This is an optimization exercise on Yosys and OpenROAD, whose aim is small area, a short achievable clock period and few clock cycles, not a production implementation. In this exercise RTL edits were held to simulation tests only and were not proved equivalent to the original. No activity file was given, so power comes from the tool's default toggle rates.

## flow/design.v (module list and top-level ports; edited modules follow where they fit)
// module gefd: 741 lines
// module sq_a: 741 lines
// module sq_d: 753 lines
module gefd (
    input  wire        clk,
    input  wire        rst,
    input  wire        in_valid,
    input  wire [2:0]  in_kind,
    input  wire [3:0]  in_addr,
    input  wire [32:0] in_data,
    output wire        in_ready,
    output reg         tx_valid,
    output wire [7:0]  tx_data,
    output reg         err_valid,
    output reg  [2:0]  err_code,
    output reg  [15:0] err_info,
    output reg         cell_valid,
    output reg  [31:0] cell_data,
    output reg         frame_valid,
    output reg         frame_occ,
    output reg         frame_mot,
    output reg  [31:0] frame_cnt,
    output reg  [15:0] frame_n,
    output reg         trig_valid,
    output reg  [31:0] trig_cnt
);
  // ...
==> flow/flow/run.sh <==
#!/bin/bash
# The standard layout (standard.sh, every ORFS step unchanged) with two changes:
#  - the port buffers that placement inserts are sky130_fd_sc_hd__buf_4 cells
#    (BUFFER_PORTS_ARGS) instead of the default choice;
#  - after the placement resizing step, the flip-flops that drive output-port buffers are
#    swapped to the strongest drive of their cell (flow/upsize_out.tcl); the standard
#    detailed placement that follows legalizes them.
# Each tool's full output goes to a log file here; ORFS keeps per-step logs in orfs/logs/.
set -euo pipefail
export BUFFER_PORTS_ARGS="-buffer_cell sky130_fd_sc_hd__buf_4"
RES="$PWD/orfs/results/${FLOW_PLATFORM}/gefd/base"
bash standard.sh "$RES/3_4_place_resized.odb" > flow_make_place.log 2>&1
UPSZ_ODB="$RES/3_4_place_resized.odb" openroad -no_init -exit flow/upsize_out.tcl > upsize_out.log 2>&1
bash standard.sh > flow_make.log 2>&1
==> flow/flow/upsize_out.tcl <==
# Upsize the flip-flops that drive the output ports' buffers to the strongest drive of the
# same cell (sky130_fd_sc_hd__dfxtp_1/2 -> dfxtp_4); detailed placement legalizes them next.
set odb_file $::env(UPSZ_ODB)
read_db $odb_file
set db [ord::get_db]
set block [ord::get_db_block]
set strong [$db findMaster sky130_fd_sc_hd__dfxtp_4]
set n 0
foreach bterm [$block getBTerms] {
  if {[$bterm getIoType] ne "OUTPUT"} { continue }
  set net [$bterm getNet]
  if {$net eq "NULL"} { continue }
  set buf ""
  foreach it [$net getITerms] { if {[$it isOutputSignal]} { set buf [$it getInst] } }
  if {$buf eq ""} { continue }
  foreach it [$buf getITerms] {
    if {![$it isInputSignal]} { continue }
    set n2 [$it getNet]
    if {$n2 eq "NULL"} { continue }
    foreach jt [$n2 getITerms] {
      if {![$jt isOutputSignal]} { continue }
      set ff [$jt getInst]
      set m [[$ff getMaster] getName]
      if {$m eq "sky130_fd_sc_hd__dfxtp_1" || $m eq "sky130_fd_sc_hd__dfxtp_2"} {
        $ff swapMaster $strong
        incr n
      }
    }
  }
}
puts "upsized $n output flip-flops"
write_db $odb_file
==> flow/standard.sh <==
#!/bin/bash
# synth_recipe.tcl (not shown) runs the flow's synth.tcl, then flattens the netlist and writes it again
# the make line also repeats each setting of config.mk as NAME=value (left out here)
make -C /OpenROAD-flow-scripts/flow DESIGN_CONFIG=/design/flow/config.mk WORK_HOME=/design/flow/orfs CLKGATE_MAP_FILE= SYNTH_SCRIPT=/design/flow/synth_recipe.tcl "${@:-finish}"
==> flow/config.mk <==
export PLATFORM = sky130hd
export DESIGN_NAME = gefd
export DESIGN_NICKNAME = gefd
export VERILOG_FILES = /design/flow/design.v
export SDC_FILE = /design/flow/constraint.sdc
export NUM_CORES = 8
export LEC_CHECK = 0
export CAP_MARGIN = 20
export CORE_MARGIN = 2
export CORE_UTILIZATION = 55
export CTS_BUF_LIST = sky130_fd_sc_hd__clkbuf_16
export CTS_CLUSTER_DIAMETER = 100
export CTS_CLUSTER_SIZE = 24
export SLEW_MARGIN = 20
==> flow/constraint.sdc <==
create_clock -name core_clock -period 18.0 [get_ports {clk}]
set_input_delay 3.6000 -clock core_clock [delete_from_list [all_inputs] [get_ports {clk}]]
set_output_delay 3.6000 -clock core_clock [all_outputs]
set_load 0.01 [all_outputs]
==> flow_metrics.tcl, run 1 <==
set metrics [dict create \
    status "timing/DRC/antenna clean" \
    p_seq_share_pct 64.4 \
    area.growth.synth_to_final_pct 7.993 \
    hold_buffers 0 \
    synth_edf_count 1342 \
    fin_crit_sh_pct 29.25 \
    setup-violations-final 0 \
    io_pins 190 \
    crit_start "tx_s$_DFFE_PP_" \
    path_class "register to output pin" \
    skew_ns 0.09199 \
    n_tap_cell 5197 \
    gp_congestion 0.9739 \
    dr_wl_met3_mm 59.04 \
    overflow 0 \
    r2r_end "racc[75]$_DFFE_PP_" \
    p_per_area_nw_per_um2 106.3 \
    dp.cells 20830 \
    max_stage_delay_ns 0.47 \
    wl_met1_mm 239.4 \
    portBuffers 184 \
    setup_slack_ns 12.74 \
    tightest_slew_ns 1.244 \
    die_w_um 629.8 \
    multiInputGateArea_um2 60700 \
    htreeDepth 5 \
    powerComb_w 0.000689 \
    grt_first_pass_wirelength_mm 825.0 \
    synth_top_area_share_pct 50.85 \
    synth-seq-cells 6814 \
    totalPowerFinal_w 0.02472 \
    vias_per_cell 5.722 \
    initial_core_util_pct 55.32 \
    holdPathEnd "srv[639]$_DFF_P_" \
    setup_tns_ns 0 \
]
Testbench counts, summed over its fixed seeds: cycles 57,968.
==> inputs of run 2 (changes only) <==
--- a/flow/flow/run.sh
+++ b/flow/flow/run.sh
@@ -4,5 +4,6 @@
 #    (BUFFER_PORTS_ARGS) instead of the default choice;
 #  - after the placement resizing step, the flip-flops that drive output-port buffers are
-#    swapped to the strongest drive of their cell (flow/upsize_out.tcl); the standard
+#    swapped to the strongest drive of their cell and moved onto the buffer's spot
+#    (flow/upsize_out.tcl); the standard
 #    detailed placement that follows legalizes them.
 # Each tool's full output goes to a log file here; ORFS keeps per-step logs in orfs/logs/.
==> flow/flow/upsize_out.tcl (replaced) <==
# For each output port: the flip-flop that drives the port's buffer is swapped to the strongest
# drive of its cell (sky130_fd_sc_hd__dfxtp_1/2 -> dfxtp_4) and moved onto the buffer's spot;
# the standard detailed placement that follows legalizes it next to the buffer.
set odb_file $::env(UPSZ_ODB)
read_db $odb_file
set db [ord::get_db]
set block [ord::get_db_block]
set strong [$db findMaster sky130_fd_sc_hd__dfxtp_4]
set n 0
set moved 0
foreach bterm [$block getBTerms] {
  if {[$bterm getIoType] ne "OUTPUT"} { continue }
  set net [$bterm getNet]
  if {$net eq "NULL"} { continue }
  set buf ""
  foreach it [$net getITerms] { if {[$it isOutputSignal]} { set buf [$it getInst] } }
  if {$buf eq ""} { continue }
  foreach it [$buf getITerms] {
    if {![$it isInputSignal]} { continue }
    set n2 [$it getNet]
    if {$n2 eq "NULL"} { continue }
    # only a flip-flop that drives nothing but this buffer
    if {[llength [$n2 getITerms]] != 2} { continue }
    foreach jt [$n2 getITerms] {
      if {![$jt isOutputSignal]} { continue }
      set ff [$jt getInst]
      set m [[$ff getMaster] getName]
      if {[string match "sky130_fd_sc_hd__*df*" $m]} {
        if {$m eq "sky130_fd_sc_hd__dfxtp_1" || $m eq "sky130_fd_sc_hd__dfxtp_2"} {
          $ff swapMaster $strong
          incr n
        }
        set loc [$buf getLocation]
        $ff setLocation [lindex $loc 0] [lindex $loc 1]
        incr moved
      }
    }
  }
}
puts "upsized $n and moved $moved output flip-flops"
write_db $odb_file
==> run 2 against run 1 <==
Die area is the same. Via count about the same. Combinational power barely moved. Global-route usage is 0.091 points lower. Cell count about the same. Largest power group unchanged.
==> flow_metrics.tcl, run 2 <==
set metrics [dict create \
    clock_path_buffers 4 \
    hold_violations 0 \
    dominantRegCellSynth "dfxtp_1" \
    fin_crit_sh_pct 29.23 \
    initial_core_util_pct 55.32 \
    status "timing/DRC/antenna clean" \
    cts_tree "built" \
    critPathArrivalTime_ns 1.66 \
    p_per_area_nw_per_um2 106.4 \
    htreeDepth 5 \
    cp_slowest_cell "edfxtp_1" \
    post-cts-setup-buffer-count 0 \
    slew_viol_final 0 \
    synth_area_leaders "dfxtp_1, edfxtp_1, mux2_2" \
    setup_tns_ns 0 \
    critical_path.top_delay_family "flip-flops" \
    regArea_um2 150300 \
    grt_max_degree 147 \
    dp_hpwl_mm 379.8 \
    period_needed_ns 5.261 \
    fmax_ghz 0.1901 \
    netlist_top_cells_count "dfxtp_1, edfxtp_1, nor2_1" \
    area.growth.synth_to_final_pct 8.055 \
    netlist_area_um2 215400 \
    ant_nets 0 \
    dr_total_vias 122100 \
    core_um2 389400 \
    skew_ns 0.08091 \
    maxCapViolations 0 \
    ys_warn_count 1 \
    reg2reg_from "w_s[32]$_DFF_P_" \
    path_depth 1 \
    hold_path_startpoint "srv[639]$_DFF_P_" \
    path_buf_inv 1 \
    reg2regPathDepth 12 \
    drive_above_1_share_pct 11.09 \
    synth-seq-cells 6814 \
    multiInputGateArea_um2 60690 \
    fp.dieH_um 629.8 \
    clock_latency_ns 1.00 \
    die_w_um 629.8 \
    vias_per_cell 5.725 \
    path_class "register to output pin" \
    grt_first_pass_wirelength_mm 822.2 \
    yosysMostFrequentCell "dfxtp_1" \
    worstPathRequired_ns 14.40 \
    slew_headroom_pct 10.99 \
    hold_buffers 0 \
    preCtsSetupSlack_ns 12.15 \
    async_flop_share_pct 0 \
    mostFrequentLayoutCells "dfxtp_1, edfxtp_1, nor2_1, nand2_1, inv_1" \
    gp_congestion 0.9739 \
    clock_sinks 6814 \
    drt-initial-drc-count 13980 \
    ir_drop_mv 0.1065 \
    numCtsBuffers 328 \
    crit_start "tx_s$_DFFE_PP_" \
    drt-pass1-iter-count 9 \
    whs_ns 0.2920 \
    grt_pass1_vias 121600 \
    cts-resized-gates 0 \
    hp-class "register to register" \
    wl_per_cell_um 26.50 \
    fill_cells 30120 \
    yosysSeqAreaShare_pct 69.56 \
    top_regs "prv x2048, srv x2048, abv x1024" \
    totalPowerFinal_w 0.02477 \
    die-area_um2 396700 \
    syn_area_per_cell_um2 13.48 \
    yosys.area.top_type "dfxtp_1" \
    antenna_found_initial 47 \
    tightest_slew_ns 1.335 \
    layout.nets 16880 \
    portBuffers 184 \
    synth_top_area_share_pct 50.85 \
    cts_root_buffer "clkbuf_16" \
    setup-violations-final 0 \
    worstSetupEndpointType "output pin" \
    io_pins 190 \
    drc_errors 0 \
    overflow 0 \
    rsz0062_at_grt "false" \
    rows 229 \
    power_leakage_nw 91.19 \
    min_delay_path_depth 0 \
    cp-start-kind "register" \
    synth_edf_count 1342 \
    path_clk_slew_ns 0.11 \
    max_stage_delay_ns 0.46 \
    wl_mm 565.3 \
    yosysUniqueCellTypes 106 \
    cp_max_fo 3 \
    grt_use_total_pct 28.02 \
    mostFrequentLayoutCell "dfxtp_1" \
    setup_slack_ns 12.74 \
    syn_inst 15980 \
    crit_chain "buf_4" \
]
## run 2: changes by cell type in the layout (fill, tap and decap cells not counted), sizes merged
cell,before,now
clkinvlp,2,0
inv,730,726
clkinv,29,30
diode,24,17
clkbuf,338,341
buf,423,426
## run 2: layer usage
layer  share of wire (%)  global-route usage, %
met5               0.025                      0
met4                 4.0                  9.960
met1                  42                  38.78
met2                  43                  42.37
met3                  10                  7.720
## run 2: logic make-up after synthesis
group	count (synthesis)	synth area share, %
flip-flops	6814	69.56
other	2	0.003486
buffers and inverters	1387	2.444
XOR/XNOR	520	2.118
AO/OA/AOI/OAI	2407	8.031
AND/OR/NAND/NOR	3155	7.262
multiplexers	827	4.249
adder cells (fa/ha/maj)	867	6.332
## run 2: worst paths after layout
check	endpoint	slack [ns]
worst max-delay path	tx_data[3]	12.74
worst min-delay path	srv[671]$_DFF_P_	0.29
worst max register to register	racc[75]$_DFFE_PP_	13.11
worst min register to register	srv[671]$_DFF_P_	0.29
## run 2: where the power goes
part	internal [W]	switching [W]	total, W
sequential	0.0157	0.000267	0.0159
clock	0.00346	0.00471	0.00817
combinational	0.000300	0.000387	0.000688
## run 2: final cells by class
cell class / count / share of cell area (%)
Antenna cell: 17 / 0.01828
Clock inverter: 143 / 0.5004
Timing Repair Buffer: 430 / 1.444
Inverter: 613 / 0.9885
Clock buffer: 337 / 3.623
Sequential cell: 6814 / 64.56
Tap cell: 5197 / 2.794
Multi-Input combinational cell: 7781 / 26.07
## run 2: per-stage QoR
step	cells	area, µm²	util, %
CTS	21310	232600	59.73
global route	21320	232700	59.77
global placement	20830	222600	57.16
floorplan	15980	215400	-
detailed placement	20830	223000	57.26
finish	21330	232800	59.78
==> module gefd, before the edit <==
module gefd (
    input  wire        clk,
    input  wire        rst,
    input  wire        in_valid,
    input  wire [2:0]  in_kind,
    input  wire [3:0]  in_addr,
    input  wire [32:0] in_data,
    output wire        in_ready,
    output reg         tx_valid,
    output wire [7:0]  tx_data,
    output reg         err_valid,
    output reg  [2:0]  err_code,
    output reg  [15:0] err_info,
    output reg         cell_valid,
    output reg  [31:0] cell_data,
    output reg         frame_valid,
    output reg         frame_occ,
    output reg         frame_mot,
    output reg  [31:0] frame_cnt,
    output reg  [15:0] frame_n,
    output reg         trig_valid,
    output reg  [31:0] trig_cnt
);
    localparam [7:0] MARKER = 8'h2A;
    localparam [2:0] K_RX = 3'd0, K_CFG = 3'd1, K_START = 3'd2, K_STOP = 3'd3, K_LINK = 3'd4;
    localparam [1:0] RS_IDLE = 2'd0, RS_RUN = 2'd1, RS_STOPPED = 2'd2, RS_HALTED = 2'd3;
    localparam [2:0] PH_HUNT = 3'd0, PH_CONFIRM = 3'd1, PH_THERM = 3'd2, PH_ARRAY = 3'd3,
                     PH_CSUM = 3'd4;
    reg        in_rdy;
    assign in_ready = in_rdy;
    reg        e_v;
    reg [2:0]  e_k;
    reg [3:0]  e_a;
    reg [32:0] e_d;
    always @(posedge clk) begin
        e_v <= in_valid & in_rdy & ~rst;
        e_k <= in_kind;
        e_a <= in_addr;
        e_d <= in_data;
    end
    wire [7:0] b = e_d[7:0];
    reg [1:0]  rs;
    reg [2:0]  phase;
    reg [7:0]  scancnt;
    reg [6:0]  fidx;
    reg        confok;
    reg [7:0]  csumacc;
    reg [31:0] pktcnt;
    reg [15:0] scnt;        
    reg        first;       
    reg        prevvalid, occ, mot;
    reg [15:0] cfg_n;
    reg [31:0] cfg_e0, cfg_e1, cfg_e2, cfg_e3;    
    reg [31:0] lim;         
    reg        lim_en;      
    reg        tx_s, tx_t0, tx_t1;    
    assign tx_data   = {1'b0, 1'b1, 1'b0, 1'b1, tx_s, 1'b0, tx_t1, tx_t0};
    always @(posedge clk) begin
        frame_occ <= occ;
        frame_mot <= mot;
        frame_n   <= cfg_n;
        trig_cnt  <= pktcnt;
    end
    reg [7:0]   trv;
    reg [255:0] trc;
    reg [2:0]   tph;
    reg [2047:0] srv;
    reg [2047:0] prv;
    reg [5:0]    ph;
    reg [1023:0] abv;       
    reg [5:0]    wb;
    reg [63:0]   rp_oh;     
    reg        pend;
    reg        eb;                  
    reg        p1_rd, p1_ins, p1_ins_first, p1_emit, p1_first, p1_last;
    reg [5:0]  p1c;
    reg [15:0] f_reg;
    reg        s1, s1_first, s1_last, s2, s2_first, s2_last;
    reg signed [37:0] tsum;
    reg [15:0] ya, yd;
    reg        sa, sd;
    reg        any_big;
    reg [75:0] as_, ac_, ds_, dc_;
    reg [75:0] racc;
    reg        mot_en, mot_ex, occ_en, occ_ex;
    reg        cm_done_flag, fin_flag;    
    reg        fv_fin, fv_out;            
    reg        sl_act, sl_d, sl_grab;
    reg [4:0]  sl_t;
    reg [6:0]  sl_g;
    reg        ff_act, ne_small;
    reg        np_act, np_go;    
    reg        q_go;             
    reg [1:0]  np_i;
    reg [3:0]  ff;
    reg        q_act;
    reg [3:0]  q_pc;
    reg [2:0]  q_sub;
    reg        sm_busy, sm_prime, sm_done, q_small;
    reg [4:0]  sm_cnt;
    reg [36:0] sm_m;
    reg [37:0] sm_pl;
    reg [39:0] sm_ph;
    reg        cm_act;
    reg [5:0]  cmc;
    reg        ob_pend, ob_act;
    reg [6:0]  oc;
    reg        tg_act, tg_hit;
    reg [2:0]  tgc;
    wire [31:0] sr63 = srv[2047:2016];
    wire [31:0] sr0  = srv[31:0];
    wire [31:0] pr63 = prv[2047:2016];
    wire [31:0] pr0  = prv[31:0];
    wire [31:0] f_ext = {{16{f_reg[15]}}, f_reg};
    wire [31:0] a_new = (p1_first ? 32'd0 : sr63) + f_ext;
    wire [31:0] sr_in = p1_ins ? a_new : sr63;
    wire [31:0] pr_in = cm_act ? sr63 : pr63;
    always @(posedge clk) begin
        srv <= {srv[2015:0], sr_in};
        prv <= {prv[2015:0], pr_in};
    end
    wire        sm_go;      
    reg  [37:0] q_xr;       
    wire [37:0] sm_x;
    wire        smx_s = sm_x[37];
    wire [36:0] smx_y = sm_x[36:0] ^ {37{smx_s}};
    function [40:0] booth_add(input [2:0] dg, input [36:0] m);
        case (dg)
        3'b001, 3'b010: booth_add = {1'b0, 3'b000, m};
        3'b011:         booth_add = {1'b0, 2'b00, m, 1'b0};
        3'b100:         booth_add = {1'b1, ~{2'b00, m, 1'b0}};
        3'b101, 3'b110: booth_add = {1'b1, ~{3'b000, m}};
        default:        booth_add = 41'd0;
        endcase
    endfunction
    reg  [39:0] sm_ad;      
    reg         sm_ng;      
    wire [39:0] sm_sum = sm_ph + sm_ad + {39'd0, sm_ng};
    wire [75:0] sm_p   = {sm_ph[37:0], sm_pl};
    always @(posedge clk) begin
        if (np_go) begin                      
            sm_m    <= {21'd0, cfg_n};
            sm_pl   <= {22'd0, ne_e};
            sm_ph   <= 40'd0;
        end else if (sm_go) begin             
            sm_m    <= smx_y;
            sm_pl   <= {1'b0, smx_y};
            sm_ph   <= smx_s ? {2'b00, smx_y, 1'b1} : 40'd0;
        end else if (sm_prime) begin
            {sm_ng, sm_ad} <= booth_add({sm_pl[1:0], 1'b0}, sm_m);
        end else if (sm_busy) begin
            sm_ph  <= {{2{sm_sum[39]}}, sm_sum[39:2]};
            sm_pl  <= {sm_sum[1:0], sm_pl[37:2]};
            {sm_ng, sm_ad} <= booth_add({sm_pl[3:2], sm_pl[1]}, sm_m);
        end
    end
    always @(posedge clk) begin
        if (rst) begin
            sm_busy  <= 1'b0;
            sm_prime <= 1'b0;
            sm_done  <= 1'b0;
            sm_cnt   <= 5'd0;
        end else begin
            sm_done  <= 1'b0;
            sm_prime <= sm_go;
            if (sm_prime) begin
                sm_busy <= 1'b1;
                sm_cnt  <= 5'd0;
            end else if (sm_busy) begin
                sm_cnt <= sm_cnt + 5'd1;
                if (sm_cnt == 5'd18) begin
                    sm_busy <= 1'b0;
                    sm_done <= 1'b1;
                end
            end
        end
    end
    reg         a_clr, d_clr, wb_a, wb_d;    
    wire [75:0] a_ns, a_nc, d_ns, d_nc;
    sq_a u_sqa (.y(ya), .s(sa), .ps(a_clr ? 76'd0 : as_), .pc(a_clr ? 76'd0 : ac_),
                .ns(a_ns), .nc(a_nc));
    sq_d u_sqd (.y(yd), .s(sd), .ps(d_clr ? 76'd0 : ds_), .pc(d_clr ? 76'd0 : dc_),
                .ns(d_ns), .nc(d_nc));
    reg         w_sela, w_cin;
    reg  [1:0]  w_x3;       
    reg  [1:0]  w_r;        
    reg  [1:0]  q_w;        
    reg  [1:0]  w2_r;       
    reg         w2_wba, w2_wbd;
    reg  [75:0] w_s, w_c;   
    reg  [75:0] w_x3v;
    always @(*) begin
        case (w_x3)
        2'd1:    w_x3v = racc;
        2'd2:    w_x3v = sm_p;
        2'd3:    w_x3v = {sm_p[69:0], 6'd0};
        default: w_x3v = 76'd0;
        endcase
    end
    wire [75:0] w_x1 = w_sela ? as_ : ds_;
    wire [75:0] w_x2 = w_sela ? ac_ : dc_;
    wire [75:0] w_fs = w_x1 ^ w_x2 ^ w_x3v;
    wire [75:0] w_fc = (w_x1 & w_x2) | (w_x1 & w_x3v) | (w_x2 & w_x3v);
    always @(posedge clk) begin
        w_s <= w_fs;
        w_c <= {w_fc[74:0], w_cin};
    end
    wire [75:0] w_out = w_s + w_c;
    always @(posedge clk) begin
        as_ <= w2_wba ? w_out : a_ns;
        ac_ <= w2_wba ? 76'd0 : a_nc;
        ds_ <= w2_wbd ? w_out : d_ns;
        dc_ <= w2_wbd ? 76'd0 : d_nc;
        if (w2_r == 2'd1) racc <= w_out;
        else if (w2_r == 2'd2) racc <= ~w_out;
    end
    reg [15:0] ne_e;
    always @(*) begin
        case (np_i)
        2'd0: ne_e = cfg_e0[15:0];
        2'd1: ne_e = cfg_e1[15:0];
        2'd2: ne_e = cfg_e2[15:0];
        default: ne_e = cfg_e3[15:0];
        endcase
    end
    reg        q_sq, q_unita;
    reg [37:0] q_x;
    always @(*) begin
        q_sq = 1'b0; q_unita = 1'b0; q_x = 38'd0;
        begin
            case (q_pc)
            4'd1:  begin q_sq = 1'b1; q_x = {6'd0, cfg_e2}; end
            4'd3:  begin q_sq = 1'b1; q_x = {6'd0, cfg_e3}; end
            4'd6:  begin q_sq = 1'b1; q_x = tsum; end
            4'd8:  begin q_sq = 1'b1; q_unita = 1'b1; q_x = {6'd0, cfg_e0}; end
            4'd10: begin q_sq = 1'b1; q_unita = 1'b1; q_x = {6'd0, cfg_e1}; end
            default: ;
            endcase
        end
    end
    reg         c_aclr, c_dclr, c_wba, c_wbd, c_sela, c_cin;
    reg  [1:0]  c_x3, c_r;
    always @(*) begin
        c_aclr = 1'b0; c_dclr = 1'b0; c_wba = 1'b0; c_wbd = 1'b0;
        c_sela = 1'b0; c_cin = 1'b0; c_x3 = 2'd0; c_r = 2'd0;
        if (s1_first) begin c_aclr = 1'b1; c_dclr = 1'b1; end
        if (s2_last && any_big) begin c_aclr = 1'b1; c_dclr = 1'b1; end
        if (sl_act && sm_done) begin
            c_sela = ~sl_d; c_x3 = sl_d ? 2'd2 : 2'd3;
            c_wba = ~sl_d; c_wbd = sl_d;
        end
        if (ff_act) begin
            case (ff)
            4'd0: begin c_sela = 1'b0; c_r = 2'd2; end                     
            4'd1: c_dclr = 1'b1;                                          
            4'd2: begin c_sela = 1'b0; c_x3 = 2'd1; c_cin = 1'b1; c_dclr = 1'b1; end   
            4'd3: begin c_sela = 1'b0; c_x3 = 2'd1; c_dclr = 1'b1; end     
            4'd4: begin c_sela = 1'b1; c_r = 2'd2; end                     
            4'd5: c_aclr = 1'b1;                                          
            4'd6: begin c_sela = 1'b0; c_x3 = 2'd1; c_r = 2'd1; end        
            4'd8: begin c_sela = 1'b1; c_x3 = 2'd1; c_cin = 1'b1; c_aclr = 1'b1; end   
            4'd9: begin c_sela = 1'b1; c_x3 = 2'd1; end                    
            default: ;
            endcase
        end
        if (q_act) begin
            if (q_sq) begin
                case (q_sub)
                3'd1: begin c_aclr = q_unita; c_dclr = ~q_unita; end
                3'd3: if (sm_done) begin
                    c_sela = q_unita; c_x3 = q_unita ? 2'd3 : 2'd2;
                    c_wba = q_unita; c_wbd = ~q_unita;
                end
                default: ;
                endcase
            end else if (q_w == 2'd0) begin
                begin
                    case (q_pc)
                    4'd0:  begin c_sela = 1'b0; c_r = 2'd2; end
                    4'd2:  begin c_sela = 1'b0; c_x3 = 2'd1; c_cin = 1'b1; end
                    4'd4:  begin c_sela = 1'b0; c_x3 = 2'd1; end
                    4'd5:  begin c_sela = 1'b1; c_r = 2'd2; end
                    4'd7:  begin c_sela = 1'b0; c_x3 = 2'd1; c_r = 2'd1; end
                    4'd9:  begin c_sela = 1'b1; c_x3 = 2'd1; c_cin = 1'b1; end
                    4'd11: begin c_sela = 1'b1; c_x3 = 2'd1; end
                    default: ;
                    endcase
                end
            end
        end
    end
    always @(posedge clk) begin
        if (rst) begin
            a_clr <= 1'b0; d_clr <= 1'b0; wb_a <= 1'b0; wb_d <= 1'b0;
            w_sela <= 1'b0; w_cin <= 1'b0; w_x3 <= 2'd0; w_r <= 2'd0;
            w2_r <= 2'd0; w2_wba <= 1'b0; w2_wbd <= 1'b0;
        end else begin
            a_clr <= c_aclr; d_clr <= c_dclr; wb_a <= c_wba; wb_d <= c_wbd;
            w_sela <= c_sela; w_cin <= c_cin; w_x3 <= c_x3; w_r <= c_r;
            w2_r <= w_r; w2_wba <= wb_a; w2_wbd <= wb_d;
        end
    end
    wire ev_rx  = e_v && e_k == K_RX && rs == RS_RUN;
    wire legal  = (cfg_n != 16'd0) && (cfg_e1[15:0] <= cfg_e0[15:0]) &&
                  (cfg_e3[15:0] <= cfg_e2[15:0]);
    wire [5:0] wa = wb + fidx[6:1];
    wire [5:0] rstart = ph + 6'd2 + wb;
    wire [2:0] tw = e_a[2:0] + tph + 3'd1;    
    wire tr_wr = e_v && e_k == K_CFG && rs == RS_IDLE && e_a[3];
    wire csum_ok = ev_rx && phase == PH_CSUM && b == csumacc && pktcnt != 32'hFFFF_FFFF;
    wire p1_go = (csum_ok || pend) && !eb;
    wire emit_now = (scnt == 16'd1);
    wire        s1a_s = sr0[31];
    wire [31:0] s1a_y = sr0 ^ {32{s1a_s}};
    wire [32:0] s1_d  = {sr0[31], sr0} - {pr0[31], pr0};
    wire        s1d_s = s1_d[32];
    wire [32:0] s1d_y = s1_d ^ {33{s1d_s}};
    wire        s1_big = (s1a_y[31:16] != 16'd0) || (prevvalid && s1d_y[32:16] != 17'd0);
    integer k;
    wire q_sq_load = q_act && q_sq && q_sub == 3'd0;
    wire q_sq_sub1 = q_act && q_sq && q_sub == 3'd1;
    wire [36:0] t_y = tsum[36:0] ^ {37{tsum[37]}};
    wire        t_small = (t_y[36:16] == 21'd0);
    assign sm_x  = q_xr;
    wire        qxr_s = q_xr[37];
    wire [36:0] qxr_y = q_xr[36:0] ^ {37{qxr_s}};
    wire        qxr_small = (qxr_y[36:16] == 21'd0);
    assign sm_go = sl_grab || np_go || q_go;
    always @(posedge clk) begin
        ya <= 16'd0; sa <= 1'b0;
        yd <= 16'd0; sd <= 1'b0;
        if (s1) begin
            ya   <= s1a_y[15:0]; sa <= s1a_s;
            yd   <= s1d_y[15:0]; sd <= s1d_s;
            tsum <= (s1_first ? 38'sd0 : tsum) + {{6{sr0[31]}}, sr0};
        end
        if (ff_act) begin
            case (ff)
            4'd1: begin yd <= cfg_e2[15:0]; sd <= 1'b0; end
            4'd2: begin yd <= cfg_e3[15:0]; sd <= 1'b0; end
            4'd3: begin yd <= t_y[15:0]; sd <= tsum[37]; end
            4'd5: begin ya <= cfg_e0[15:0]; sa <= 1'b0; end
            4'd8: begin ya <= cfg_e1[15:0]; sa <= 1'b0; end
            default: ;
            endcase
        end
        if (sl_act && sl_t == 5'd0)
            q_xr <= sl_d ? {{5{s1_d[32]}}, s1_d} : {{6{sr0[31]}}, sr0};
        else
            q_xr <= q_x;
        if (q_sq_sub1) begin
            if (qxr_small) begin
                if (q_unita) begin ya <= qxr_y[15:0]; sa <= qxr_s; end
                else         begin yd <= qxr_y[15:0]; sd <= qxr_s; end
            end
            q_small <= qxr_small;
        end
        if ((q_act && !q_sq && q_w == 2'd2 && q_pc == 4'd12) || (ff_act && ff == 4'd12))
            frame_cnt <= pktcnt;
        case (oc[2:0])
        3'd0: cell_data <= srv[32*1  +: 32];
        3'd1: cell_data <= srv[32*3  +: 32];
        3'd2: cell_data <= srv[32*5  +: 32];
        3'd3: cell_data <= srv[32*7  +: 32];
        3'd4: cell_data <= srv[32*9  +: 32];
        3'd5: cell_data <= srv[32*11 +: 32];
        3'd6: cell_data <= srv[32*13 +: 32];
        default: cell_data <= srv[32*15 +: 32];
        endcase
    end
    reg [15:0] f_rd;
    integer kr, kw;
    always @(*) begin
        f_rd = 16'd0;
        for (kr = 0; kr < 64; kr = kr + 1)
            f_rd = f_rd | (abv[16*kr +: 16] & {16{rp_oh[kr]}});
    end
    always @(posedge clk) begin
        if (ev_rx && phase == PH_ARRAY) begin
            for (kw = 0; kw < 64; kw = kw + 1)
                if (wa == kw) begin
                    if (fidx[0]) abv[16*kw+8 +: 8] <= b;
                    else         abv[16*kw   +: 8] <= b;
                end
        end
        f_reg <= f_rd;
        rp_oh <= p1_go ? (64'd1 << rstart) : {rp_oh[62:0], rp_oh[63]};
    end
    always @(posedge clk) begin
        for (k = 0; k < 8; k = k + 1) begin
            if (tr_wr && tw == k)
                trc[32*k +: 32] <= e_d[31:0];
            else
                trc[32*k +: 32] <= trc[32*((k + 7) % 8) +: 32];
        end
    end
    task iter_end;
        begin
            phase   <= PH_HUNT;
            fidx    <= 7'd0;
            scancnt <= 8'd0;
            confok  <= 1'b0;
            if (lim_en) begin
                lim <= lim - 32'd1;
                if (lim == 32'd1) begin
                    tx_valid <= 1'b1;
                    tx_s     <= 1'b1;
                    tx_t0    <= 1'b0; tx_t1 <= 1'b0;
                    rs       <= RS_STOPPED;
                end
            end
        end
    endtask
    task raise_err(input [2:0] code, input [15:0] info);
        begin
            err_valid <= 1'b1;
            err_code  <= code;
            err_info  <= info;
        end
    endtask
    always @(posedge clk) begin
        begin
            tx_valid    <= 1'b0;
            err_valid   <= 1'b0;
            cell_valid  <= 1'b0;
            frame_valid <= 1'b0;
            trig_valid  <= 1'b0;
            ph  <= ph + 6'd1;
            tph <= tph + 3'd1;
            np_go <= 1'b0;
            p1c <= p1c + 6'd1;
            for (k = 0; k < 8; k = k + 1) begin
                if (tr_wr && tw == k) trv[k] <= e_d[32];
                else                  trv[k] <= trv[(k + 7) % 8];
            end
            if (e_v) begin
                case (e_k)
                K_RX: if (rs == RS_RUN) begin
                    case (phase)
                    PH_HUNT: begin
                        if (scancnt == 8'd133) begin
                            raise_err(3'd1, 16'd0);
                            iter_end;
                        end else begin
                            scancnt <= scancnt + 8'd1;
                            if (b == MARKER) begin
                                phase <= PH_CONFIRM;
                                fidx  <= 7'd0;
                            end
                        end
                    end
                    PH_CONFIRM: begin
                        if (fidx == 7'd0) begin
                            if (scancnt == 8'd133) begin
                                raise_err(3'd1, 16'd0);
                                iter_end;
                            end else begin
                                scancnt <= scancnt + 8'd1;
                                confok  <= (b == MARKER);
                                fidx    <= 7'd1;
                            end
                        end else begin
                            scancnt <= scancnt + 8'd1;
                            if (confok && b == MARKER) begin
                                phase   <= PH_THERM;
                                fidx    <= 7'd0;
                                csumacc <= 8'd0;
                            end else begin
                                raise_err(3'd1, 16'd1);
                                iter_end;
                            end
                        end
                    end
                    PH_THERM: begin
                        csumacc <= csumacc + b;
                        if (fidx == 7'd0) fidx <= 7'd1;
                        else begin
                            phase <= PH_ARRAY;
                            fidx  <= 7'd0;
                        end
                    end
                    PH_ARRAY: begin
                        csumacc <= csumacc + b;
                        if (fidx == 7'd127) begin
                            phase <= PH_CSUM;
                            fidx  <= 7'd0;
                        end else
                            fidx <= fidx + 7'd1;
                    end
                    default: begin
                        if (b == csumacc) begin
                            if (pktcnt == 32'hFFFF_FFFF) begin
                                raise_err(3'd5, 16'd0);
                                tx_valid <= 1'b1; tx_s <= 1'b1; tx_t0 <= 1'b0; tx_t1 <= 1'b0;
                                rs <= RS_HALTED;
                            end else begin
                                if (eb) begin
                                    pend   <= 1'b1;
                                    in_rdy <= 1'b0;
                                end
                                iter_end;
                            end
                        end else begin
                            raise_err(3'd2, {b, csumacc});
                            iter_end;
                        end
                    end
                    endcase
                end
                K_CFG: if (rs == RS_IDLE) begin
                    case (e_a)
                    4'd0: begin cfg_n <= e_d[15:0]; scnt <= e_d[15:0]; end
                    4'd1: cfg_e0 <= {16'd0, e_d[15:0]};
                    4'd2: cfg_e1 <= {16'd0, e_d[15:0]};
                    4'd3: cfg_e2 <= {16'd0, e_d[15:0]};
                    4'd4: cfg_e3 <= {16'd0, e_d[15:0]};
                    4'd5: begin lim <= e_d[31:0]; lim_en <= (e_d[31:0] != 32'd0); end
                    default: ;
                    endcase
                end
                K_START: if (rs == RS_IDLE) begin
                    if (legal) begin
                        tx_valid <= 1'b1; tx_s <= 1'b0; tx_t0 <= 1'b1; tx_t1 <= 1'b1;
                        rs <= RS_RUN;
                        np_act <= 1'b1; np_go <= 1'b1; np_i <= 2'd0;
                    end else
                        raise_err(3'd4, 16'd0);
                end
                K_STOP: if (rs == RS_RUN) begin
                    tx_valid <= 1'b1; tx_s <= 1'b1; tx_t0 <= 1'b0; tx_t1 <= 1'b0;
                    rs <= RS_STOPPED;
                end
                K_LINK: if (rs == RS_RUN) begin
                    raise_err(3'd3, {15'd0, e_d[0]});
                    if (e_d[0]) begin
                        tx_valid <= 1'b1; tx_s <= 1'b1; tx_t0 <= 1'b0; tx_t1 <= 1'b0;
                    end
                    rs <= RS_HALTED;
                end
                default: ;
                endcase
            end
            if (p1_go) begin
                pend   <= 1'b0;
                in_rdy <= 1'b1;
                pktcnt <= pktcnt + 32'd1;
                if (emit_now) begin
                    scnt  <= cfg_n;
                    first <= 1'b1;
                    eb    <= 1'b1;
                    cm_done_flag <= 1'b0;
                    fin_flag     <= 1'b0;
                end else begin
                    scnt  <= scnt - 16'd1;
                    first <= 1'b0;
                end
                p1_rd    <= 1'b1;
                p1c      <= 6'd0;
                p1_emit  <= emit_now;
                p1_first <= first;
                wb       <= rstart;
                tg_act   <= 1'b1;
                tg_hit   <= 1'b0;
                tgc      <= 3'd0;
            end
            if (tg_act) begin
                tgc <= tgc + 3'd1;
                if (trv[7] && trc[255:224] == pktcnt) tg_hit <= 1'b1;
                if (tgc == 3'd7) begin
                    tg_act <= 1'b0;
                    trig_valid <= tg_hit || (trv[7] && trc[255:224] == pktcnt);
                end
            end
            if (p1_rd && p1c == 6'd63) p1_rd <= 1'b0;
            p1_ins       <= p1_rd;
            p1_ins_first <= p1_rd && p1c == 6'd0;
            p1_last      <= p1_rd && p1c == 6'd63;
            s1       <= p1_ins && p1_emit;
            s1_first <= p1_ins && p1_emit && p1_ins_first;
            s1_last  <= p1_ins && p1_emit && p1_last;
            s2       <= s1;
            s2_first <= s1_first;
            s2_last  <= s1_last;
            if (s1) any_big <= (s1_first ? 1'b0 : any_big) | s1_big;
            if (s2_last) begin
                if (any_big) begin
                    sl_act <= 1'b1; sl_d <= 1'b0;
                    sl_t <= 5'd31; sl_g <= 7'd0;
                end else begin
                    cm_act <= 1'b1; cmc <= 6'd0;
                    if (ne_small && t_small) begin
                        ff_act <= 1'b1; ff <= 4'd0;
                    end else begin
                        q_act <= 1'b1; q_pc <= 4'd0; q_sub <= 3'd0; q_w <= 2'd0;
                    end
                end
            end
            q_go  <= q_act && q_sq && q_sub == 3'd1 && !qxr_small;
            if (np_act) begin
                if (sm_done) begin
                    case (np_i)
                    2'd0: cfg_e0 <= sm_p[31:0];
                    2'd1: cfg_e1 <= sm_p[31:0];
                    2'd2: cfg_e2 <= sm_p[31:0];
                    default: cfg_e3 <= sm_p[31:0];
                    endcase
                    np_i  <= np_i + 2'd1;
                    if (np_i == 2'd3) np_act <= 1'b0;
                    else              np_go  <= 1'b1;
                end
            end
            ne_small <= (cfg_e0[31:16] == 16'd0) && (cfg_e1[31:16] == 16'd0) &&
                        (cfg_e2[31:16] == 16'd0) && (cfg_e3[31:16] == 16'd0);
            if (ff_act) begin
                ff <= ff + 4'd1;
                case (ff)
                4'd4:  mot_en <= w_out[75];
                4'd5:  mot_ex <= ~w_out[75];
                4'd10: occ_en <= w_out[75];
                4'd11: occ_ex <= ~w_out[75];
                4'd12: begin
                    ff_act <= 1'b0;
                    occ <= occ_en ? 1'b1 : (occ_ex ? 1'b0 : occ);
                    if (prevvalid)
                        mot <= mot_en ? ((occ_en | (!occ_ex & occ)) ? 1'b1 : mot)
                                      : (mot_ex ? 1'b0 : mot);
                    prevvalid <= 1'b1;
                    fin_flag  <= 1'b1;
                    fv_fin    <= 1'b1;
                end
                default: ;
                endcase
            end
            if (sl_act) begin
                sl_t <= (sl_t == 5'd24) ? 5'd0 : sl_t + 5'd1;
                if (sl_t == 5'd0 && sl_g != 7'd64)
                    sl_g  <= sl_g + 7'd1;
                sl_grab <= (sl_t == 5'd0 && sl_g != 7'd64);
                if (sl_t == 5'd24 && sl_g == 7'd64) begin
                    if (!sl_d && prevvalid) begin
                        sl_d <= 1'b1; sl_g <= 7'd0; sl_t <= 5'd0;
                    end else begin
                        sl_act <= 1'b0;
                        cm_act <= 1'b1; cmc <= 6'd0;
                        q_act <= 1'b1; q_pc <= 4'd0; q_sub <= 3'd0; q_w <= 2'd0;
                    end
                end
            end
            if (q_act) begin
                if (q_sq) begin
                    case (q_sub)
                    3'd0: q_sub <= 3'd1;
                    3'd1: q_sub <= 3'd2;
                    3'd2: begin
                        if (q_small) begin
                            q_sub <= 3'd0; q_pc <= q_pc + 4'd1;
                        end else
                            q_sub <= 3'd3;
                    end
                    3'd3: if (sm_done) q_sub <= 3'd4;
                    3'd4: q_sub <= 3'd5;
                    default: begin q_sub <= 3'd0; q_pc <= q_pc + 4'd1; end
                    endcase
                end else if (q_w != 2'd2) begin
                    q_w <= q_w + 2'd1;
                end else begin
                    q_w  <= 2'd0;
                    q_pc <= q_pc + 4'd1;
                    case (q_pc)
                    4'd2:  mot_en <= w_out[75];
                    4'd4:  mot_ex <= ~w_out[75];
                    4'd9:  occ_en <= w_out[75];
                    4'd11: occ_ex <= ~w_out[75];
                    4'd12: begin
                        q_act <= 1'b0;
                        occ <= occ_en ? 1'b1 : (occ_ex ? 1'b0 : occ);
                        if (prevvalid)
                            mot <= mot_en ? ((occ_en | (!occ_ex & occ)) ? 1'b1 : mot)
                                          : (mot_ex ? 1'b0 : mot);
                        prevvalid <= 1'b1;
                        fin_flag  <= 1'b1;
                        fv_fin    <= 1'b1;
                    end
                    default: ;
                    endcase
                end
            end
            if (cm_act) begin
                cmc <= cmc + 6'd1;
                cm_done_flag <= 1'b1;
                if (cmc == 6'd63) cm_act <= 1'b0;
            end
            if (eb && cm_done_flag && fin_flag) eb <= 1'b0;
            if (p1_ins && p1_ins_first && p1_emit) ob_pend <= 1'b1;
            if ((ob_pend || (p1_ins && p1_ins_first && p1_emit)) && ph == 6'd0) begin
                ob_act  <= 1'b1;
                ob_pend <= 1'b0;
                oc      <= 7'd0;
            end
            if (ob_act) begin
                oc <= oc + 7'd1;
                if (oc >= 7'd8) cell_valid <= 1'b1;
                if (oc == 7'd71) begin
                    ob_act <= 1'b0;
                    fv_out <= 1'b1;
                end
            end
            if (fv_fin && fv_out) begin
                frame_valid <= 1'b1;
                fv_fin      <= 1'b0;
                fv_out      <= 1'b0;
            end
        end
        if (rst) begin
            in_rdy <= 1'b1;
            rs <= RS_IDLE; phase <= PH_HUNT; scancnt <= 8'd0; 
            pktcnt <= 32'd0;
            scnt <= 16'd1; first <= 1'b1;
            prevvalid <= 1'b0; occ <= 1'b0; mot <= 1'b0;
            cfg_n <= 16'd1; cfg_e0 <= 32'd30; cfg_e1 <= 32'd25; cfg_e2 <= 32'd20; cfg_e3 <= 32'd13;
            lim_en <= 1'b0;
            tx_valid <= 1'b0; tx_t0 <= 1'b1; tx_t1 <= 1'b0;
            err_valid <= 1'b0; 
            cell_valid <= 1'b0;
            frame_valid <= 1'b0;
            trig_valid <= 1'b0;
            trv <= 8'd0; tph <= 3'd0; ph <= 6'd0;
            pend <= 1'b0; eb <= 1'b0;
            p1_rd <= 1'b0; p1_ins <= 1'b0; p1_ins_first <= 1'b0; p1_emit <= 1'b0; p1_first <= 1'b0;
            p1_last <= 1'b0;
            s1 <= 1'b0; s1_first <= 1'b0; s1_last <= 1'b0;
            s2 <= 1'b0; s2_first <= 1'b0; s2_last <= 1'b0;
            fv_fin <= 1'b0; fv_out <= 1'b0;
            sl_act <= 1'b0; sl_grab <= 1'b0; ff_act <= 1'b0;
            q_act <= 1'b0;
            np_act <= 1'b0; np_go <= 1'b0; q_go <= 1'b0;
            cm_act <= 1'b0; ob_pend <= 1'b0; ob_act <= 1'b0;
            tg_act <= 1'b0;
        end
    end
endmodule
==> inputs of run 3 (changes only) <==
--- a/flow/design.v
+++ b/flow/design.v
@@ -29,4 +29,6 @@
     reg        in_rdy;
     assign in_ready = in_rdy;
+    reg        rst_r;       
+    always @(posedge clk) rst_r <= rst;
     reg        e_v;
     reg [2:0]  e_k;
@@ -55,4 +57,5 @@
     reg        lim_en;      
     reg        tx_s, tx_t0, tx_t1;    
+    reg [31:0] fcnt;                  
     assign tx_data   = {1'b0, 1'b1, 1'b0, 1'b1, tx_s, 1'b0, tx_t1, tx_t0};
     always @(posedge clk) begin
@@ -76,9 +79,10 @@
     reg [5:0]  p1c;
     reg [15:0] f_reg;
-    reg        s1, s1_first, s1_last, s2, s2_first, s2_last;
+    reg        s1, s1_first, s1_last, s2, s2_first, s2_last, s3_last;
     reg signed [37:0] tsum;
     reg [15:0] ya, yd;
     reg        sa, sd;
     reg        any_big;
+    reg        a_big, d_big;    
     reg [75:0] as_, ac_, ds_, dc_;
     reg [75:0] racc;
@@ -188,5 +192,7 @@
     reg  [1:0]  w2_r;       
     reg         w2_wba, w2_wbd;
-    reg  [75:0] w_s, w_c;   
+    reg  [37:0] w_l;        
+    reg         w_lc;       
+    reg  [37:0] w_sh, w_ch;
     reg  [75:0] w_x3v;
     always @(*) begin
@@ -202,9 +208,14 @@
     wire [75:0] w_fs = w_x1 ^ w_x2 ^ w_x3v;
     wire [75:0] w_fc = (w_x1 & w_x2) | (w_x1 & w_x3v) | (w_x2 & w_x3v);
+    wire [75:0] w_cr = {w_fc[74:0], w_cin};
+    wire [38:0] w_lo = {1'b0, w_fs[37:0]} + {1'b0, w_cr[37:0]};
     always @(posedge clk) begin
-        w_s <= w_fs;
-        w_c <= {w_fc[74:0], w_cin};
+        w_l  <= w_lo[37:0];
+        w_lc <= w_lo[38];
+        w_sh <= w_fs[75:38];
+        w_ch <= w_cr[75:38];
     end
-    wire [75:0] w_out = w_s + w_c;
+    wire [37:0] w_hi  = w_sh + w_ch + {37'd0, w_lc};
+    wire [75:0] w_out = {w_hi, w_l};
     always @(posedge clk) begin
         as_ <= w2_wba ? w_out : a_ns;
@@ -245,5 +256,5 @@
         c_sela = 1'b0; c_cin = 1'b0; c_x3 = 2'd0; c_r = 2'd0;
         if (s1_first) begin c_aclr = 1'b1; c_dclr = 1'b1; end
-        if (s2_last && any_big) begin c_aclr = 1'b1; c_dclr = 1'b1; end
+        if (s3_last && any_big) begin c_aclr = 1'b1; c_dclr = 1'b1; end
         if (sl_act && sm_done) begin
             c_sela = ~sl_d; c_x3 = sl_d ? 2'd2 : 2'd3;
@@ -316,6 +327,22 @@
     wire        s1d_s = s1_d[32];
     wire [32:0] s1d_y = s1_d ^ {33{s1d_s}};
-    wire        s1_big = (s1a_y[31:16] != 16'd0) || (prevvalid && s1d_y[32:16] != 17'd0);
     integer k;
+    always @(posedge clk) begin
+        tx_s <= (e_k != K_START);
+        case (e_k)
+        K_START: err_code <= 3'd4;
+        K_LINK:  err_code <= 3'd3;
+        default: err_code <= (phase == PH_CSUM) ? ((b == csumacc) ? 3'd5 : 3'd2) : 3'd1;
+        endcase
+        if (e_k == K_LINK)
+            err_info <= {15'd0, e_d[0]};
+        else if (phase == PH_CSUM && b != csumacc)
+            err_info <= {b, csumacc};
+        else if (phase == PH_CONFIRM && fidx[0])
+            err_info <= 16'd1;
+        else
+            err_info <= 16'd0;
+        frame_cnt <= fcnt;
+    end
     wire q_sq_load = q_act && q_sq && q_sub == 3'd0;
     wire q_sq_sub1 = q_act && q_sq && q_sub == 3'd1;
@@ -357,5 +384,5 @@
         end
         if ((q_act && !q_sq && q_w == 2'd2 && q_pc == 4'd12) || (ff_act && ff == 4'd12))
-            frame_cnt <= pktcnt;
+            fcnt <= pktcnt;
         case (oc[2:0])
         3'd0: cell_data <= srv[32*1  +: 32];
@@ -405,6 +432,4 @@
                 if (lim == 32'd1) begin
                     tx_valid <= 1'b1;
-                    tx_s     <= 1'b1;
-                    tx_t0    <= 1'b0; tx_t1 <= 1'b0;
                     rs       <= RS_STOPPED;
                 end
@@ -414,7 +439,5 @@
     task raise_err(input [2:0] code, input [15:0] info);
         begin
-            err_valid <= 1'b1;
-            err_code  <= code;
-            err_info  <= info;
+            err_valid <= 1'b1;     
         end
     endtask
@@ -428,4 +451,6 @@
             ph  <= ph + 6'd1;
             tph <= tph + 3'd1;
+            tx_t0 <= (e_k == K_START);
+            tx_t1 <= (e_k == K_START);
             np_go <= 1'b0;
             p1c <= p1c + 6'd1;
@@ -492,5 +517,5 @@
                             if (pktcnt == 32'hFFFF_FFFF) begin
                                 raise_err(3'd5, 16'd0);
-                                tx_valid <= 1'b1; tx_s <= 1'b1; tx_t0 <= 1'b0; tx_t1 <= 1'b0;
+                                tx_valid <= 1'b1;
                                 rs <= RS_HALTED;
                             end else begin
@@ -521,5 +546,5 @@
                 K_START: if (rs == RS_IDLE) begin
                     if (legal) begin
-                        tx_valid <= 1'b1; tx_s <= 1'b0; tx_t0 <= 1'b1; tx_t1 <= 1'b1;
+                        tx_valid <= 1'b1;
                         rs <= RS_RUN;
                         np_act <= 1'b1; np_go <= 1'b1; np_i <= 2'd0;
@@ -528,5 +553,5 @@
                 end
                 K_STOP: if (rs == RS_RUN) begin
-                    tx_valid <= 1'b1; tx_s <= 1'b1; tx_t0 <= 1'b0; tx_t1 <= 1'b0;
+                    tx_valid <= 1'b1;
                     rs <= RS_STOPPED;
                 end
@@ -534,5 +559,5 @@
                     raise_err(3'd3, {15'd0, e_d[0]});
                     if (e_d[0]) begin
-                        tx_valid <= 1'b1; tx_s <= 1'b1; tx_t0 <= 1'b0; tx_t1 <= 1'b0;
+                        tx_valid <= 1'b1;
                     end
                     rs <= RS_HALTED;
@@ -582,6 +607,9 @@
             s2_first <= s1_first;
             s2_last  <= s1_last;
-            if (s1) any_big <= (s1_first ? 1'b0 : any_big) | s1_big;
-            if (s2_last) begin
+            s3_last  <= s2_last;
+            a_big <= s1 && (s1a_y[31:16] != 16'd0);
+            d_big <= s1 && prevvalid && (s1d_y[32:16] != 17'd0);
+            if (s2) any_big <= (s2_first ? 1'b0 : any_big) | a_big | d_big;
+            if (s3_last) begin
                 if (any_big) begin
                     sl_act <= 1'b1; sl_d <= 1'b0;
@@ -712,7 +740,7 @@
             end
         end
-        if (rst) begin
+        if (rst_r) begin
             in_rdy <= 1'b1;
-            rs <= RS_IDLE; phase <= PH_HUNT; scancnt <= 8'd0; 
+            rs <= RS_IDLE; phase <= PH_HUNT; scancnt <= 8'd0;
             pktcnt <= 32'd0;
             scnt <= 16'd1; first <= 1'b1;
@@ -720,15 +748,18 @@
             cfg_n <= 16'd1; cfg_e0 <= 32'd30; cfg_e1 <= 32'd25; cfg_e2 <= 32'd20; cfg_e3 <= 32'd13;
             lim_en <= 1'b0;
-            tx_valid <= 1'b0; tx_t0 <= 1'b1; tx_t1 <= 1'b0;
-            err_valid <= 1'b0; 
+            tx_t0 <= 1'b1; tx_t1 <= 1'b0;
+            trv <= 8'd0; tph <= 3'd0; ph <= 6'd0;
+        end
+        if (rst) begin
+            tx_valid <= 1'b0;
+            err_valid <= 1'b0;
             cell_valid <= 1'b0;
             frame_valid <= 1'b0;
             trig_valid <= 1'b0;
-            trv <= 8'd0; tph <= 3'd0; ph <= 6'd0;
             pend <= 1'b0; eb <= 1'b0;
             p1_rd <= 1'b0; p1_ins <= 1'b0; p1_ins_first <= 1'b0; p1_emit <= 1'b0; p1_first <= 1'b0;
             p1_last <= 1'b0;
             s1 <= 1'b0; s1_first <= 1'b0; s1_last <= 1'b0;
-            s2 <= 1'b0; s2_first <= 1'b0; s2_last <= 1'b0;
+            s2 <= 1'b0; s2_first <= 1'b0; s2_last <= 1'b0; s3_last <= 1'b0;
             fv_fin <= 1'b0; fv_out <= 1'b0;
             sl_act <= 1'b0; sl_grab <= 1'b0; ff_act <= 1'b0;
--- a/flow/flow/run.sh
+++ b/flow/flow/run.sh
@@ -4,6 +4,5 @@
 #    (BUFFER_PORTS_ARGS) instead of the default choice;
 #  - after the placement resizing step, the flip-flops that drive output-port buffers are
-#    swapped to the strongest drive of their cell and moved onto the buffer's spot
-#    (flow/upsize_out.tcl); the standard
+#    swapped to the strongest drive of their cell (flow/upsize_out.tcl); the standard
 #    detailed placement that follows legalizes them.
 # Each tool's full output goes to a log file here; ORFS keeps per-step logs in orfs/logs/.
==> flow/flow/upsize_out.tcl (replaced) <==
# Upsize the flip-flops that drive the output ports' buffers to the strongest drive of the
# same cell (sky130_fd_sc_hd__dfxtp_1/2 -> dfxtp_4); detailed placement legalizes them next.
set odb_file $::env(UPSZ_ODB)
read_db $odb_file
set db [ord::get_db]
set block [ord::get_db_block]
set strong [$db findMaster sky130_fd_sc_hd__dfxtp_4]
set n 0
foreach bterm [$block getBTerms] {
  if {[$bterm getIoType] ne "OUTPUT"} { continue }
  set net [$bterm getNet]
  if {$net eq "NULL"} { continue }
  set buf ""
  foreach it [$net getITerms] { if {[$it isOutputSignal]} { set buf [$it getInst] } }
  if {$buf eq ""} { continue }
  foreach it [$buf getITerms] {
    if {![$it isInputSignal]} { continue }
    set n2 [$it getNet]
    if {$n2 eq "NULL"} { continue }
    foreach jt [$n2 getITerms] {
      if {![$jt isOutputSignal]} { continue }
      set ff [$jt getInst]
      set m [[$ff getMaster] getName]
      if {$m eq "sky130_fd_sc_hd__dfxtp_1" || $m eq "sky130_fd_sc_hd__dfxtp_2"} {
        $ff swapMaster $strong
        incr n
      }
    }
  }
}
puts "upsized $n output flip-flops"
write_db $odb_file
--- a/flow/config.mk
+++ b/flow/config.mk
@@ -8,5 +8,5 @@
 export CAP_MARGIN = 20
 export CORE_MARGIN = 2
-export CORE_UTILIZATION = 55
+export CORE_UTILIZATION = 60
 export CTS_BUF_LIST = sky130_fd_sc_hd__clkbuf_16
 export CTS_CLUSTER_DIAMETER = 100
==> run 3 against run 2 <==
Still clean. Register-to-register slack lost 1.1 ns. Flip-flop and latch count grew 1. Synthesized area shrank 0.61%. Synthesized cell count shrank 1.2%. Cell count shrank 3.1%. Die area shrank 8.8%. Routed wire length shrank 6.6%. Combinational power grew 33%. Largest cell class unchanged.
==> flow_metrics.tcl, run 3 <==
set metrics [dict create \
    grt_first_pass_wirelength_mm 779.7 \
    yosysMostFrequentCell "dfxtp_1" \
    dr_total_vias 120200 \
    synth_top_area_share_pct 51.36 \
    place_area_um2 221100 \
    syn_area_per_cell_um2 13.56 \
    area.growth.synth_to_final_pct 7.736 \
    synth_area_leaders "dfxtp_1, edfxtp_1, fa_1" \
    cp-start-kind "register" \
    path_class "register to register" \
    cts_tree "built" \
    grt_max_degree 130 \
    rows 219 \
    status "timing/DRC/antenna clean" \
    fill_cells 25960 \
    slew_headroom_pct 14.72 \
    cp_slowest_cell "buf_4" \
    drc_errors 0 \
    cp_max_fo 76 \
    grt_use_total_pct 28.74 \
    fin_crit_sh_pct 33.15 \
    post-cts-setup-buffer-count 0 \
    ys_warn_count 1 \
    async_flop_share_pct 0 \
    skew_ns 0.07127 \
    path_buf_inv 2 \
    path_clk_slew_ns 0.10 \
    hold_violations 0 \
    dp_hpwl_mm 348.9 \
    worstPathRequired_ns 18.82 \
    synth-seq-cells 6815 \
    numCtsBuffers 327 \
    p_per_area_nw_per_um2 108.4 \
    clock_latency_ns 0.97 \
    ant_nets 0 \
    core_um2 355400 \
    gp_congestion 0.9480 \
    fp.dieH_um 601.4 \
    dominantRegCellSynth "dfxtp_1" \
    layout.nets 16680 \
    ir_drop_mv 0.1290 \
    yosysUniqueCellTypes 95 \
    grt_pass1_vias 119800 \
    maxCapViolations 0 \
    cts-resized-gates 0 \
    dp.cells 20190 \
    overflow 0 \
    vias_per_cell 5.814 \
    fmax_ghz 0.1676 \
    drt-initial-drc-count 12560 \
    synth_edf_count 1322 \
    drt-pass1-iter-count 10 \
    max_stage_delay_ns 0.62 \
    setup_tns_ns 0 \
    hold_buffers 0 \
    critical_path.top_delay_family "compound AO/OA/AOI/OAI gates" \
    initial_core_util_pct 60.25 \
    critPathArrivalTime_ns 6.79 \
    worstSetupEndpointType "register" \
    crit_chain "buf_4 > nor2b_4 > buf_4 > a22o_1 > fa_1 > fa_1 > a21o_1 > a21oi_1 > o21ai_0 > a2111oi_0 > nor2_1 > a41oi_2 > o21ai_1 > a41o_1 > a41o_1 > o41ai_2 > o21ai_0" \
    cts_root_buffer "clkbuf_16" \
    htreeDepth 5 \
    netlist_top_cells_count "dfxtp_1, edfxtp_1, nor2_1" \
    wl_per_cell_um 25.55 \
    portBuffers 184 \
    yosysSeqAreaShare_pct 69.90 \
    slew_viol_final 0 \
    antenna_found_initial 39 \
    syn_inst 15790 \
    setup-violations-final 0 \
    die-area_um2 361600 \
    rsz0062_at_grt "false" \
    io_pins 190 \
    wl_mm 528.2 \
    tightest_slew_ns 1.275 \
    fin_area_um2 230700 \
    final-instance-count-excl-fill 20670 \
    yosys.area.top_type "dfxtp_1" \
    mostFrequentLayoutCell "dfxtp_1" \
    period_needed_ns 5.967 \
    die_w_um 601.4 \
    hp-class "register to register" \
    drive_above_1_share_pct 10.97 \
    mostFrequentLayoutCells "dfxtp_1, edfxtp_1, nand2_1, nor2_1, inv_1" \
    clock_path_buffers 4 \
    clock_sinks 6815 \
    netlist_area_um2 214100 \
    power_leakage_nw 90.55 \
    top_regs "prv x2048, srv x2048, abv x1024" \
]
==> run 3: path summary, 6_finish.rpt <==
check | startpoint | end | slack, ns | cells past startpoint
worst max-delay path | w_x3[0]$_SDFF_PP0_ | w_lc$_DFF_P_ | 12.03 | 17
worst min-delay path | srv[1007]$_DFF_P_ | srv[1039]$_DFF_P_ | 0.28 | 0
worst max register to register | w_x3[0]$_SDFF_PP0_ | w_lc$_DFF_P_ | 12.03 | 17
worst min register to register | srv[1007]$_DFF_P_ | srv[1039]$_DFF_P_ | 0.28 | 0
==> run 3: power by group <==
part	total [W]	switching (W)	internal [W]
logic	0.000918	0.000529	0.000389
registers	0.0160	0.000318	0.0157
clock network	0.00809	0.00465	0.00344
==> run 3: final cells by class <==
type / instances / area (µm²) / share of cell area, %
Sequential cell: 6815 / 150300 / 65.16
Multi-Input combinational cell: 7601 / 59500 / 25.79
Clock buffer: 334 / 8358 / 3.623
Tap cell: 4751 / 5944 / 2.577
Timing Repair Buffer: 406 / 3126 / 1.355
Inverter: 621 / 2331 / 1.011
Clock inverter: 128 / 1069 / 0.4632
Antenna cell: 17 / 42.54 / 0.01844
==> run 3: cells by family (layout without fill, tap and decap cells) <==
logic type / Yosys count / after routing / synth area share [%]
XOR/XNOR: 522 / 522 / 2.135
other: 2 / 22 / 0.003508
multiplexers: 783 / 783 / 4.045
adder cells (fa/ha/maj): 868 / 868 / 6.384
AND/OR/NAND/NOR: 3128 / 3128 / 7.281
flip-flops: 6815 / 6815 / 69.90
AO/OA/AOI/OAI: 2295 / 2295 / 7.814
buffers and inverters: 1379 / 1489 / 2.436
==> run 3: worst register-to-register path: stages (launching register included) <==
cell and delay [ns]:
dfxtp_2 0.33, buf_4 0.62, nor2b_4 0.08, buf_4 0.37, a22o_1 0.39, fa_1 0.53
fa_1 0.45, a21o_1 0.18, a21oi_1 0.26, o21ai_0 0.22, a2111oi_0 0.53, nor2_1 0.31
a41oi_2 0.31, o21ai_1 0.20, a41o_1 0.32, a41o_1 0.29, o41ai_2 0.32, o21ai_0 0.17
==> run 3: routing by layer <==
layer  wire (µm)  up-vias  global-route usage, %
met1      222100    59430                  39.59
met5         127        -                      0
met4       26730       20                  12.81
met3       45810     1190                  5.503
met2      233500     5186                  44.41
li1            -    54370                      -
==> run 3: through the flow <==
stage                     util, %  hold WS (ns)  setup slack, ns  total power, W
after global routing        64.89        0.2683            11.55         0.02577
after detailed placement    62.20        0.3121            12.00         0.01723
after floorplan                 -        0.3096            11.50         0.01684
after global placement      62.04        0.3095            12.08         0.01722
final                       64.91        0.2817            12.03         0.02500
after CTS                   64.85        0.2496            11.99         0.02513
Testbench counts of run 3, summed over its fixed seeds: cycles 57,975.
==> inputs of run 4 (changes only) <==
--- a/flow/config.mk
+++ b/flow/config.mk
@@ -8,5 +8,5 @@
 export CAP_MARGIN = 20
 export CORE_MARGIN = 2
-export CORE_UTILIZATION = 60
+export CORE_UTILIZATION = 55
 export CTS_BUF_LIST = sky130_fd_sc_hd__clkbuf_16
 export CTS_CLUSTER_DIAMETER = 100
==> run 4 against run 3 <==
Fmax fell by 1.0%. Synthesized area did not move. First-iteration DRC count rose by 3.5%. Synthesized cell count did not move. Largest power group unchanged. Critical path depth did not move. Global-route usage fell by 1.3 points. Clock skew rose by 0.00054 ns. The layout now fails its checks (antenna violations). Non-clock buffer count rose by 38. Setup slack got worse by 0.062 ns.
==> flow_metrics.tcl, run 4 <==
set metrics [dict create \
    status "complete, but fails checks" \
    so_faults "antenna violations" \
    syn_area_per_cell_um2 13.56 \
    critPathArrivalTime_ns 6.85 \
    post-cts-setup-buffer-count 0 \
    io_pins 190 \
    dr_total_vias 120400 \
    cts-resized-gates 0 \
    dominantRegCellSynth "dfxtp_1" \
    synth_mux_area_share_pct 4.045 \
    hold_violations 0 \
    netlist_area_um2 214100 \
    tightest_slew_ns 1.257 \
    setup_tns_ns 0 \
    totalPowerFinal_w 0.02506 \
    synth_top_area_share_pct 51.36 \
    grt_max_degree 190 \
    yosysMostFrequentCell "dfxtp_1" \
    ys_warn_count 1 \
    power_leakage_nw 90.77 \
    top_regs "prv x2048, srv x2048, abv x1024" \
    wl_mm 552.1 \
    hold_buffers 0 \
    wl_per_cell_um 26.09 \
    area.growth.synth_to_final_pct 8.174 \
    synthSimpleGateAreaFrac_pct 7.281 \
    final-instance-count-excl-fill 21160 \
    dp_hpwl_mm 367.9 \
    synth-seq-cells 6815 \
    period_needed_ns 6.029 \
    cp_max_fo 26 \
    synth_area_leaders "dfxtp_1, edfxtp_1, fa_1" \
    worstSetupEndpointType "register" \
    clock_sinks 6815 \
    dp.cells 20670 \
    synth_edf_count 1322 \
    synth-compound-area-share_pct 7.814 \
    cts_root_buffer "clkbuf_16" \
    synth_top_family_by_area "compound AO/OA/AOI/OAI gates" \
    die-area_um2 394300 \
    p_per_area_nw_per_um2 108.2 \
    antenna_found_initial 50 \
    numCtsBuffers 328 \
    initial_core_util_pct 55.15 \
    hp-class "register to register" \
    htreeDepth 5 \
    gp_congestion 0.9588 \
    fmax_ghz 0.1659 \
    mostFrequentLayoutCells "dfxtp_1, edfxtp_1, nand2_1, nor2_1, inv_1" \
    cp-start-kind "register" \
    worstPathRequired_ns 18.82 \
    syn_inst 15790 \
    mostFrequentLayoutCell "dfxtp_1" \
    slew_headroom_pct 16.11 \
    die_w_um 627.9 \
    rsz0062_at_grt "false" \
    cts_tree "built" \
    skew_ns 0.07181 \
    yosysUniqueCellTypes 95 \
    overflow 0 \
    yosysSeqAreaShare_pct 69.90 \
    fin_crit_sh_pct 33.50 \
    portBuffers 184 \
    drive_above_1_share_pct 11.30 \
    grt_use_total_pct 27.45 \
    setup_slack_ns 11.97 \
    drt-pass1-iter-count 8 \
    path_class "register to register" \
    path_clk_slew_ns 0.11 \
    multiInputGateArea_um2 59580 \
    fill_cells 30400 \
    drc_errors 0 \
    setup-violations-final 0 \
    maxCapViolations 0 \
    grt_pass1_vias 120500 \
    yosys.area.top_type "dfxtp_1" \
    rows 229 \
    layout.nets 16720 \
    vias_per_cell 5.688 \
    ant_nets 1 \
    grt_first_pass_wirelength_mm 809.7 \
    clock_path_buffers 4 \
    slew_viol_final 0 \
    regArea_um2 150300 \
    synth_fa_ha_area_share_pct 6.384 \
    preCtsSetupSlack_ns 11.86 \
    synth_xor_xnor_area_share_pct 2.135 \
    netlist_top_cells_count "dfxtp_1, edfxtp_1, nor2_1" \
    async_flop_share_pct 0 \
    drt-initial-drc-count 13000 \
    fp.dieH_um 627.9 \
    core_um2 388200 \
    ir_drop_mv 0.1387 \
    clock_latency_ns 0.98 \
    whs_ns 0.2886 \
]
## run 4: cell counts after synthesis
No cell type changed its count.
## run 4: metal layers
| layer | vias up | wire (µm) | GRT usage [%] |
|---|---|---|---|
| met2 | 5072 | 246200 | 42.98 |
| met3 | 1191 | 47660 | 5.193 |
| met4 | 30 | 25340 | 10.77 |
| met5 | - | 208 | 0 |
| li1 | 54440 | - | - |
| met1 | 59630 | 232700 | 37.87 |
## run 4: worst max-delay path, cell delays in order, from the launching register on
cell,delay (ns)
dfxtp_2,0.59
nor2b_4,0.21
buf_4,0.33
a22o_1,0.23
ha_1,0.24
ha_1,0.22
fa_1,0.47
a21o_1,0.19
a21oi_1,0.27
o21ai_0,0.24
a2111oi_0,0.79
nor2_1,0.39
a41oi_2,0.36
o21ai_1,0.23
a41o_1,0.32
a41o_1,0.28
o41ai_2,0.32
o21ai_0,0.20
## run 4: power by group
part	internal, W	leakage [nW]	total (W)	switching (W)
Clock	0.00345	4.88	0.00813	0.00468
Combinational	0.000394	29.4	0.000950	0.000556
Sequential	0.0157	56.5	0.0160	0.000308
## run 4: cell type report
| type | instances | share of cell area (%) |
|---|---|---|
| timing repair buffer | 444 | 1.497 |
| sequential | 6815 | 64.90 |
| antenna | 19 | 0.02053 |
| clock inverter | 129 | 0.4073 |
| tap | 5197 | 2.808 |
| clock buffer | 337 | 3.641 |
| multi-input combinational | 7601 | 25.72 |
| inverter | 621 | 1.006 |
## run 4: logic make-up after synthesis
family / after synthesis
DFF: 6815
and+or+nand+nor: 3128
AOI/OAI and AO/OA: 2295
buffers and inverters: 1379
adders and majority gates: 868
muxes: 783
xor gates and xnor gates: 522
other: 2
## run 4: final timing paths
path                            to  slack, ns               start  cells after the start
hold reg to reg   srv[303]$_DFF_P_       0.29    srv[271]$_DFF_P_                      0
setup reg to reg      w_lc$_DFF_P_      11.97  w_x3[1]$_SDFF_PP0_                     17
hold / removal    srv[303]$_DFF_P_       0.29    srv[271]$_DFF_P_                      0
setup / recovery      w_lc$_DFF_P_      11.97  w_x3[1]$_SDFF_PP0_                     17
## run 4: through the flow
stage / utilization, % / instance area [µm²]
after CTS: 59.60 / 231400
after global placement: 57.03 / 221400
after detailed placement: 57.18 / 222000
after global routing: 59.65 / 231600
after floorplan: - / 214100
final: 59.66 / 231600

## afterwards: timing with drivers on the ports
In the flow no input, the clock included, has a driving cell. The finished layouts below were timed again as built, in two steps. Step 1 assumes that a clkbuf_16 drives the clock port and a buf_2 every other input. Step 2 times the ports against the registers' clock, not the clock port: input delays grow and output delays shrink by t, the midpoint of the rising clock arrivals with the driver on. a / b / c = no drivers / after step 1 / after step 2; a / b = the first two.
run	t (ns)	setup slack, ns	worst setup path at the end	slew at the worst register clock pin (ns)
run 1	1.069	12.735 / 12.616 / 11.967	input to register	0.11 / 0.11
run 2	1.081	12.739 / 12.616 / 11.976	input to register	0.11 / 0.11
run 3	1.052	12.033 / 12.033 / 12.033	register to register	0.11 / 0.11
run 4	1.056	11.971 / 11.971 / 11.971	register to register	0.11 / 0.11
For run 1, which loses most, drivers alone change the setup slack by -0.119 ns; drivers and shift together by -0.768 ns.
